Background: an optimization exercise with open tools, aiming at small area. Do not read the settings as production practice. In this exercise RTL edits were held to simulation tests only and were not proved equivalent to the original. Power and IR drop assume default switching activity.

==> flow/design.v (excerpt) <==
module bisecur_codec (
    input  wire         clk,
    input  wire         rst,
    input  wire [31:0]  te_short,
    input  wire [31:0]  te_delta,
    input  wire         op_valid,
    input  wire [7:0]   op_code,
    input  wire         op_level,
    input  wire [31:0]  op_dur,
    input  wire         op_en,
    input  wire         op_src,
    input  wire         op_key_valid,
    input  wire         op_rep_valid,
    input  wire [15:0]  op_bit_count,
    input  wire [31:0]  op_repeat,
    input  wire [175:0] op_key,
    output reg          rsp_valid,
    output reg  [2:0]   rsp_status,
    output reg          rsp_sym_valid,
    output reg          rsp_sym_level,
    output reg  [31:0]  rsp_sym_dur,
    output reg          pkt_ready,
    output wire         rx_full,
    output wire [175:0] pkt_key,
    output wire [7:0]   pkt_calc,
    output wire         pkt_known,
    output wire         pkt_ok,
    output wire         pkt_valid
);
    localparam [2:0] S_RST  = 3'd0;
    localparam [2:0] S_PAS  = 3'd1;
    localparam [2:0] S_PHVL = 3'd2;
    localparam [2:0] S_PAL  = 3'd3;
    localparam [2:0] S_FD0  = 3'd4;    
    localparam [2:0] S_FD1  = 3'd5;    
    localparam [2:0] S_CPL  = 3'd6;
    function [32:0] add32;
        input [31:0] a, b;
        input        ci;
        integer k;
        reg c, c0, c1;
        reg [15:0] s0, s1;
        begin
            c = ci;
            for (k = 0; k < 16; k = k + 1) begin
                add32[k] = a[k] ^ b[k] ^ c;
                c = (a[k] & b[k]) | (a[k] & c) | (b[k] & c);
            end
            c0 = 1'b0;
            c1 = 1'b1;
            for (k = 16; k < 32; k = k + 1) begin
                s0[k-16] = a[k] ^ b[k] ^ c0;
                c0 = (a[k] & b[k]) | (a[k] & c0) | (b[k] & c0);
                s1[k-16] = a[k] ^ b[k] ^ c1;
                c1 = (a[k] & b[k]) | (a[k] & c1) | (b[k] & c1);
            end
            add32[31:16] = c ? s1 : s0;
            add32[32] = c ? c1 : c0;
        end
    endfunction
    function [31:0] add3;
        input [31:0] a, b, d;
        reg [31:0] ps, pc;
        reg [32:0] r;
        begin
            ps = a ^ b ^ d;
            pc = (a & b) | (a & d) | (b & d);
            r = add32(ps, {pc[30:0], 1'b0}, 1'b0);
            add3 = r[31:0];
        end
  ...
Size: roughly 2900 cells after synthesis, ~33000 um^2 of cells after synthesis.
Settings: LEC_CHECK=0, CAP_MARGIN=20, CORE_MARGIN=2, CORE_UTILIZATION=40, SLEW_MARGIN=20; clock period 14.0 ns.
standard.sh (not shown) runs the stock make flow with config.mk's settings and CLKGATE_MAP_FILE= SYNTH_SCRIPT=/design/flow/synth_recipe.tcl, a recipe that flattens the netlist after the stock synthesis.
==> flow/flow/run.sh <==
#!/bin/bash
# Layout flow: the standard synthesis (standard.sh synth, unchanged), then
# the combinational logic of its netlist re-mapped for area by ABC (registers
# and adder cells kept as they are, same names and cell types), then the
# standard ORFS layout (standard.sh finish) on that netlist, with:
#  - every input and output port buffered with buf_1;
#  - clock tree synthesis without dummy loads, built from clkbuf_4.
# Logs in this folder: flow_synth.log (standard synthesis), flow_resyn.log
# (the re-mapping, Yosys and ABC), flow_make.log (the rest of the layout);
# each ORFS step also keeps its own log under orfs/logs/.
set -euo pipefail
HERE=$PWD
F=$HERE/flow
R=$HERE/orfs/results/$FLOW_PLATFORM/bisecur_codec/base
LIB=$FLOW_HOME/platforms/$FLOW_PLATFORM/lib/sky130_fd_sc_hd__tt_025C_1v80.lib
YOSYS=$FLOW_HOME/../tools/install/yosys/bin/yosys
export BUFFER_PORTS_ARGS="-buffer_cell sky130_fd_sc_hd__buf_1"
export CTS_ARGS="-sink_clustering_enable -repair_clock_nets -dont_use_dummy_load -buf_list sky130_fd_sc_hd__clkbuf_4"

bash standard.sh synth > flow_synth.log 2>&1
cp $R/1_2_yosys.v $HERE/std_synth.v
sed -e "s#@LIB@#$LIB#g" -e "s#@IN@#$HERE/std_synth.v#" -e "s#@TOP@#$FLOW_TOP#" \
    -e "s#@DONTUSE@#$(cat $F/dont_use.txt)#" -e "s#@ABC@#$F/abc.script#" \
    -e "s#@STAT@#$HERE/resyn_stat.txt#" -e "s#@OUT@#$HERE/resyn.v#" $F/resyn.ys.in > $HERE/resyn.ys
$YOSYS -s $HERE/resyn.ys > flow_resyn.log 2>&1
cp $HERE/resyn.v $R/1_2_yosys.v
rm -f $R/1_synth.odb $R/1_synth.sdc
bash standard.sh finish > flow_make.log 2>&1
==> flow/flow/resyn.ys.in <==
# Re-map the combinational logic of the standard synthesis netlist for area.
# Registers (and the adder cells) stay as the instances standard synthesis
# made, with their names and cell types.
read_liberty -ignore_miss_func @LIB@
read_verilog @IN@
hierarchy -top @TOP@
setattr -mod -set keep_hierarchy 1 sky130_fd_sc_hd__df* sky130_fd_sc_hd__edf* sky130_fd_sc_hd__fa* sky130_fd_sc_hd__ha*
flatten
opt_clean -purge
abc -liberty @LIB@ @DONTUSE@ -script @ABC@ @TOP@
opt_clean -purge
hilomap -singleton -hicell sky130_fd_sc_hd__conb_1 HI -locell sky130_fd_sc_hd__conb_1 LO
splitnets
opt_clean -purge
blackbox sky130_fd_sc_hd__df* sky130_fd_sc_hd__edf* sky130_fd_sc_hd__fa* sky130_fd_sc_hd__ha*
tee -o @STAT@ stat -liberty @LIB@
write_verilog -noattr -nohex -nodec @OUT@
Other scripts of this flow, unchanged in this note and not shown: flow/flow/abc.script, flow/flow/dont_use.txt
The starting point completed without violations.
Change:
--- a/flow/flow/run.sh
+++ b/flow/flow/run.sh
@@ -3,6 +3,7 @@
 # the combinational logic of its netlist re-mapped for area by ABC (registers
-# and adder cells kept as they are, same names and cell types), then the
+# and full-adder cells kept as they are, same names and cell types), then the
 # standard ORFS layout (standard.sh finish) on that netlist, with:
 #  - every input and output port buffered with buf_1;
-#  - clock tree synthesis without dummy loads, built from clkbuf_4.
+#  - clock tree synthesis without dummy loads, built from clkbuf_4 with
+#    sink clusters of up to 10 flip-flops.
 # Logs in this folder: flow_synth.log (standard synthesis), flow_resyn.log
@@ -17,3 +18,3 @@
 export BUFFER_PORTS_ARGS="-buffer_cell sky130_fd_sc_hd__buf_1"
-export CTS_ARGS="-sink_clustering_enable -repair_clock_nets -dont_use_dummy_load -buf_list sky130_fd_sc_hd__clkbuf_4"
+export CTS_ARGS="-sink_clustering_enable -repair_clock_nets -sink_clustering_size 10 -sink_clustering_max_diameter 50 -dont_use_dummy_load -buf_list sky130_fd_sc_hd__clkbuf_4"
 
==> flow/flow/resyn.ys.in (replaced) <==
# Re-map the combinational logic of the standard synthesis netlist for area.
# Registers (and the full-adder cells) stay as the instances standard synthesis
# made, with their names and cell types.
read_liberty -ignore_miss_func @LIB@
read_verilog @IN@
hierarchy -top @TOP@
setattr -mod -set keep_hierarchy 1 sky130_fd_sc_hd__df* sky130_fd_sc_hd__edf* sky130_fd_sc_hd__fa*
flatten
opt_clean -purge
abc -liberty @LIB@ @DONTUSE@ -script @ABC@ @TOP@
opt_clean -purge
hilomap -singleton -hicell sky130_fd_sc_hd__conb_1 HI -locell sky130_fd_sc_hd__conb_1 LO
splitnets
opt_clean -purge
blackbox sky130_fd_sc_hd__df* sky130_fd_sc_hd__edf* sky130_fd_sc_hd__fa*
tee -o @STAT@ stat -liberty @LIB@
write_verilog -noattr -nohex -nodec @OUT@
GPL_TIMING_DRIVEN = 0   (was not set)
Outcome:
- via count shrinks by 5.0%
- power goes down by 9.4%
- sequential share of layout area went up by 0.97 points
- non-clock buffer count drops by 51
- clock power decreases by 27%
- sequential power hardly moves
- first-iteration DRC count rises by 5.2%
- area after synthesis is lower by 2.4%
- setup slack is worse by 570 ps
- clock-buffer cell count goes down by 83
- core utilization barely changes
Change:
--- a/flow/flow/run.sh
+++ b/flow/flow/run.sh
@@ -3,3 +3,3 @@
 # the combinational logic of its netlist re-mapped for area by ABC (registers
-# and full-adder cells kept as they are, same names and cell types), then the
+# and adder cells kept as they are, same names and cell types), then the
 # standard ORFS layout (standard.sh finish) on that netlist, with:
==> flow/flow/resyn.ys.in (replaced) <==
# Re-map the combinational logic of the standard synthesis netlist for area.
# Registers (and the adder cells) stay as the instances standard synthesis
# made, with their names and cell types.
read_liberty -ignore_miss_func @LIB@
read_verilog @IN@
hierarchy -top @TOP@
setattr -mod -set keep_hierarchy 1 sky130_fd_sc_hd__df* sky130_fd_sc_hd__edf* sky130_fd_sc_hd__fa* sky130_fd_sc_hd__ha*
flatten
opt_clean -purge
abc -liberty @LIB@ @DONTUSE@ -script @ABC@ @TOP@
opt_clean -purge
hilomap -singleton -hicell sky130_fd_sc_hd__conb_1 HI -locell sky130_fd_sc_hd__conb_1 LO
splitnets
opt_clean -purge
blackbox sky130_fd_sc_hd__df* sky130_fd_sc_hd__edf* sky130_fd_sc_hd__fa* sky130_fd_sc_hd__ha*
tee -o @STAT@ stat -liberty @LIB@
write_verilog -noattr -nohex -nodec @OUT@
CAP_MARGIN = 5   (was 20)
GPL_TIMING_DRIVEN = not set   (was 0)
SLEW_MARGIN = 5   (was 20)
Result: Register-to-register slack improved by 460 ps. Setup slack is better by 480 ps. Critical path depth came out higher by 25. Utilization is lower by 0.71 points. Count of clock-buffer cells in the layout does not change. Cell area grows by 0.79%.
Change:
CAP_MARGIN = 20   (was 5)
SLEW_MARGIN = 20   (was 5)
=> Clock-buffer cell count does not change. Via count hardly moves. Global-route usage stays the same. Die area is unchanged. Power stays flat.

==> afterwards: timing with drivers on the ports <==
No port has a modelled driver above. Below, the same layouts with a new extraction and two added sets of constraints. Step 1: set_driving_cell puts a clkbuf_16 on clk and a buf_2 on each other input, an assumption about the parent block. Step 2, shift: input delay + t, output delay - t, t = (earliest + latest rising clock arrival at the registers) / 2. This alone moves slack from input paths to output paths. Slacks: ideal / step 1 / step 2; pairs: ideal / step 1.
| run | t, ns | slack for setup (ns) | hold WS [ns] |
|---|---|---|---|
| the first run | 1.036 | 0.798 / 0.798 / -0.031 | 0.391 / 0.391 / 0.391 |
| the second run | 0.926 | 0.226 / 0.250 / -0.659 | 0.389 / 0.389 / 0.389 |
| the third run | 0.937 | 0.711 / 0.711 / -0.128 | 0.359 / 0.359 / 0.359 |
| the fourth run | 0.936 | 0.737 / 0.737 / -0.127 | 0.359 / 0.359 / 0.359 |
With both steps, setup timing fails in every run listed, where it was met with ideal ports. The setup slack of the second run, which loses most, moves by +0.024 ns with the drivers and by -0.885 ns with both steps.
